This is an optimization exercise on Yosys and OpenROAD, whose aim is small area, a short achievable clock period and few clock cycles per item, not a production implementation.
Function was checked by simulation only, so behaviour that the tests miss may differ from the original.
Power and IR drop assume default switching activity.

[flow/run.sh]
#!/bin/bash
# synth_recipe.tcl (not shown) runs the flow's synth.tcl, then flattens the netlist and writes it again
# the make line also repeats each setting of config.mk as NAME=value (left out here)
make -C /OpenROAD-flow-scripts/flow DESIGN_CONFIG=/design/flow/config.mk WORK_HOME=/design/flow/orfs CLKGATE_MAP_FILE= SYNTH_SCRIPT=/design/flow/synth_recipe.tcl finish
[flow/config.mk]
export PLATFORM = sky130hd
export DESIGN_NAME = eo_codec
export DESIGN_NICKNAME = eo_codec
export VERILOG_FILES = /design/flow/design.v
export SDC_FILE = /design/flow/constraint.sdc
export NUM_CORES = 4
export LEC_CHECK = 0
export CAP_MARGIN = 20
export CORE_MARGIN = 2
export CORE_UTILIZATION = 25
export PLACE_DENSITY = 0.4
export SLEW_MARGIN = 20
[flow/constraint.sdc]
create_clock -name core_clock -period 10.0 [get_ports {clk}]
set_input_delay 2.0000 -clock core_clock [delete_from_list [all_inputs] [get_ports {clk}]]
set_output_delay 2.0000 -clock core_clock [all_outputs]
set_load 0.01 [all_outputs]
[flow/design.v]
module eo_codec (
    input  wire         clk,
    input  wire         rst,
    input  wire         start,
    input  wire         op,
    input  wire [99:0]  val_in,
    input  wire [7:0]   space_in,
    input  wire [112:0] win_in,
    input  wire [7:0]   avail_in,
    output wire         ready,
    output reg          done,
    output reg  [2:0]   err,
    output reg  [99:0]  val_out,
    output reg  [6:0]   nbits,
    output reg  [112:0] code_out
);
    localparam MAX_GROUP = 100;
    localparam ERR_OK        = 3'd0;
    localparam ERR_MALFORMED = 3'd2;
    localparam ERR_INVALID   = 3'd3;
    localparam ERR_BOUNDS    = 3'd4;
    localparam ERR_CAPACITY  = 3'd5;
    localparam S_IDLE = 2'd0;
    localparam S_EVAL = 2'd1;    
    localparam S_EGRP = 2'd2;    
    localparam S_DGRP = 2'd3;    
    function automatic [6:0] bitlen(input [99:0] n);
        integer i;
        begin
            bitlen = 7'd0;
            for (i = 0; i < 100; i = i + 1)
                if (n[i]) bitlen = i + 1;
        end
    endfunction
    reg [1:0]   state;
    reg [99:0]  val_r;
    reg [7:0]   space_r;
    reg [112:0] win_r;
    reg [7:0]   avail_r;
    reg [112:0] acc;         
    reg [6:0]   len;         
    reg [6:0]   glen;        
    reg [6:0]   c;           
    reg [6:0]   r;           
    assign ready = (state == S_IDLE);
    wire [6:0]   enc_l    = glen - 7'd1;
    wire [6:0]   enc_bl   = bitlen({93'd0, enc_l});
    wire [6:0]   enc_grp  = enc_l & ~(7'd1 << (enc_bl - 7'd1));    
    wire [112:0] enc_acc  = acc | ({106'd0, enc_grp} << len);
    wire [112:0] enc_code = acc << (7'd113 - len);
    wire [112:0] dec_sh   = win_r << c;
    wire [112:0] dec_g    = dec_sh >> (7'd113 - r);
    wire         dec_lead = dec_sh[112];
    wire [99:0]  dec_m    = dec_g[99:0] | (100'd1 << (r - 7'd1));    
    wire [7:0]   dec_end  = {1'b0, c} + {1'b0, r};
    always @(posedge clk) begin
        if (rst) begin
            state <= S_IDLE;
            done  <= 1'b0;
        end else begin
            done <= 1'b0;
            case (state)
                S_IDLE: begin
                    if (start) begin
                        val_r   <= val_in;
                        space_r <= space_in;
                        win_r   <= win_in;
                        avail_r <= avail_in;
                        c       <= 7'd0;
                        r       <= 7'd1;
                        state   <= op ? S_DGRP : S_EVAL;
                    end
                end
                S_EVAL: begin
                    if (val_r == 100'd0) begin
                        err   <= ERR_INVALID;
                        done  <= 1'b1;
                        state <= S_IDLE;
                    end else begin
                        acc   <= {13'd0, val_r};
                        len   <= bitlen(val_r);
                        glen  <= bitlen(val_r);
                        state <= S_EGRP;
                    end
                end
                S_EGRP: begin
                    if (enc_l == 7'd0) begin
                        if ({1'b0, len} > space_r) begin
                            err <= ERR_CAPACITY;
                        end else begin
                            err      <= ERR_OK;
                            code_out <= enc_code;
                            nbits    <= len;
                        end
                        done  <= 1'b1;
                        state <= S_IDLE;
                    end else begin
                        acc  <= enc_acc;
                        len  <= len + enc_bl;
                        glen <= enc_bl;
                    end
                end
                S_DGRP: begin
                    if (dec_end > avail_r) begin
                        err   <= ERR_MALFORMED;
                        done  <= 1'b1;
                        state <= S_IDLE;
                    end else if (dec_lead) begin
                        err     <= ERR_OK;
                        val_out <= dec_g[99:0];
                        nbits   <= dec_end[6:0];
                        done    <= 1'b1;
                        state   <= S_IDLE;
                    end else if (dec_m >= MAX_GROUP) begin
                        err   <= ERR_BOUNDS;
                        done  <= 1'b1;
                        state <= S_IDLE;
                    end else begin
                        c <= dec_end[6:0];
                        r <= dec_m[6:0] + 7'd1;
                    end
                end
            endcase
        end
    end
endmodule
==> impl_metrics.csv <==
group,metric,value,unit
run_status,run_status,"timing/DRC/antenna clean",
detailed_routing,routed_wl,480,mm
detailed_routing,via_per_inst,6.58,
logic_synthesis,synthesis.nets,6863,
pwr,leakage,24.5,nW
sta,rsz0062_at_grt,"false",
floorplanning,row_count,174,
detailed_routing,wl_per_cell,47.1,um
clocking,postCtsSetupBuffers,0,
final_layout,multi_input_area,36700,um^2
clocking,cts_buffer_depth,3,
floorplanning,start_util,25.1,%
detailed_routing,vias,67200,
worst_setup_path,rr_worst_depth,20,
global_route,track_usage,40.2,%
pwr,p_total,10.5,mW
sta,layout_min_cycle_time,9.22,ns
logic_synthesis,synthDistinctLibCells,107,
logic_synthesis,synthFlopType,"edfxtp_1",
final_layout,nFillCells,23900,
detailed_routing,first_pass_iters,7,
global_route,grt_max_degree,130,
pwr,max-vdd-ir-drop,0.000132,V
sta,fmax,108,MHz
pwr,p_per_area,150,nW/um^2
placement,pre_cts_slack,1.28,ns
clocking,cts_tree,"built",
logic_synthesis,syn_inst,6595,
clocking,postCtsHoldBufs,0,
sta,finalSetupViolations,0,
logic_synthesis,avgSynthCellArea,8.55,um^2
logic_synthesis,ys_warn_count,1,
worst_setup_path,startpoint_type,"register",
placement,port_buffers,457,
global_route,grt_pass1_vias,61900,
worst_hold_path,hold_class,"register to register",
sta,hold_violations,0,
sta,fin_crit_sh,92.2,%
worst_setup_path,critPathKind,"register to register",
worst_setup_path,cp.required,10.46,ns
clocking,cts-resized-gates,0,
final_layout,layout_commonest_cell,"nand2_1",
worst_setup_path,critical_path_arrival,9.68,ns
logic_synthesis,synthesis.area,56400,um^2
clocking,cts.sinks,596,
logic_synthesis,ys_seq_area_share,31.7,%
logic_synthesis,yosysTopAreaCell,"edfxtp_1",
global_route,grt_remaining_overflow,0,
final_layout,areaGrowthSynthToFinish,24.0,%
floorplanning,dieArea,229000,um^2
placement,place_congestion,1.06,
clocking,clk_latency,0.80,ns
detailed_routing,initialDrtViolationCount,10400,
detailed_routing,ant_nets,0,
final_layout,drive_gt1_share,15.9,%
worst_setup_path,critical_path_peak_fanout,50,
detailed_routing,remaining_drc_errors,0,
sta,fin_tns_setup,0,ns
final_layout,layout_common_cells,"847 x nand2_1, 771 x nor2_1, 593 x edfxtp_1",
floorplanning,io-pin-count,458,
global_route,antenna_found_initial,24,
logic_synthesis,netlist_top_cells_area,"edfxtp_1 32%, mux4_2 7.7%, nand2_1 5.6%, mux2i_1 5.4%, nor2_1 5.3%",
worst_hold_path,holdPathStages,2,
clocking,cts-buffers-inserted,76,
global_route,grt_pass1_wl,621,mm
logic_synthesis,synth_top_area_share,31.6,%
worst_setup_path,cp-end-kind,"register",
sta,slew_viol_final,0,
clocking,root_buffer,"clkbuf_16",
floorplanning,die_y,479,um
flow_run,cap_violations,0,
sta,relSlewSlack,9.98,%
logic_synthesis,synth_edf_count,593,
placement,hpwl,391,mm
clocking,cts.htree.levels,3,
logic_synthesis,async_reset_ff_share,0,%
floorplanning,die_w,479,um
final_layout,nets,7395,
sta,timing.final.ws_setup,0.782,ns
logic_synthesis,ys_ff_latch,596,
final_layout,regArea,17900,um^2
floorplanning,core,224000,um^2
sta,fin_worst_skew,0.0592,ns
sta,worst_pin_slew,1.34,ns
clocking,cts.clk_slew.worst_paths,0.06,ns
[worst max-delay path: stages, from the launching register on]
cell      delay, ns
edfxtp_1       0.38
buf_12         0.27
buf_4          0.31
buf_4          0.35
mux2i_1        0.72
a22oi_1        0.55
nand3_1        0.46
nand3_1        0.37
a21o_1         0.38
nor2_1         0.98
nor2_1         0.27
a32oi_1        0.82
a21boi_0       0.26
o221a_2        0.39
or4_1          0.51
or3_1          0.39
nor4_2         0.56
buf_4          0.23
nand2_1        0.10
o21bai_1       0.25
buf_12         0.20
[Yosys cell counts (39+ instances only)]
library cell	count
a211oi_1	104
a21oi_1	357
a221oi_1	59
a22o_1	65
a22oi_1	94
a31oi_1	88
a32oi_1	39
and2_1	68
and3_1	84
buf_1	87
buf_2	57
clkbuf_1	347
edfxtp_1	593
inv_1	65
mux2_2	130
mux2i_1	303
mux4_2	194
nand2_1	847
nand3_1	201
nand4_1	57
nor2_1	790
nor2b_1	50
nor3_1	228
nor4_1	77
o211ai_1	82
o21ai_0	434
o221ai_1	55
o22ai_1	174
o31ai_1	49
o32ai_1	47
[metal layers]
metal / up-vias / track usage [%] / routed length (um)
li1: 27000 / - / -
met1: 34300 / 54.0 / 201000
met2: 4777 / 56.7 / 195000
met3: 1114 / 9.84 / 45600
met4: 12 / 26.9 / 38500
met5: - / 0 / 82
[layout make-up]
class	count	area share (%)
sequential	596	25.5
clock inverter	52	0.830
inverter	72	0.394
multi-input combinational	5405	52.5
timing repair buffer	976	12.6
clock buffer	87	2.78
tap	2992	5.35
antenna	22	0.0787
[cell families after synthesis]
family | Yosys count | synth area share, %
AO/OA/AOI/OAI | 2102 | 25.8
XOR/XNOR | 39 | 0.606
adder cells (fa/ha/maj) | 35 | 0.803
buffers and inverters | 594 | 4.37
flip-flops | 596 | 31.7
multiplexers | 632 | 15.8
AND/OR/NAND/NOR | 2597 | 20.9
[sequential cells by signal (all words and copies together) (netlist names)]
name,cells
space_r,8
r,7
len,7
err,3
val_r,100
val_out,100
win_r,113
done,1
acc,113
c,7
glen,7
nbits,7
avail_r,8
state,2
code_out,113
[power breakdown]
part / internal (mW) / switching [mW] / total (mW)
Sequential: 2.92 / 0.156 / 3.08
Combinational: 1.30 / 3.25 / 4.55
Clock: 1.56 / 1.28 / 2.84
[per-stage QoR]
step	instances	hold WS, ns	util (%)	instance area [um^2]
4_1_cts	10200	0.606	31.1	69800
3_5_place_dp	10000	0.591	30.0	67300
6_report	10200	0.610	31.2	69900
2_1_floorplan	6595	0.535	-	56400
3_3_place_gp	10000	0.562	29.9	67200
5_1_grt	10200	0.631	31.1	69900
[final timing paths]
check                           startpoint  endpoint  slack, ns
worst min register to register    acc[112]  acc[112]       0.61
worst min-delay path              acc[112]  acc[112]       0.61
worst max register to register        c[1]      r[2]       0.78
worst max-delay path                  c[1]      r[2]       0.78
Testbench counts, summed over its fixed seeds: cycles 17,140, items 3,200.

## separate check: timing with driven ports
How much do the figures lean on ideal ports? The routed layout below was timed once more, with nothing changed but the port constraints.
Step 1, drivers: a clkbuf_16 drives clk and a buf_2 each remaining input, both assumed.
Step 2 also shifts input and output timing later by t, the mid clock arrival at the registers, as if the neighbouring blocks saw the same clock.
Three values: ideal, step 1, step 2; two values: the first two.
shift t [ns]: 0.857
slack for setup (ns): 0.782 / 0.782 / 0.782
clock arrival spread, ns: 0.060 / 0.060
worst data-port slew with drivers (ns): 0.09
After both steps setup and hold are still met in this run. For this run, drivers alone change the setup slack by 0.000 ns; drivers and shift together by 0.000 ns.
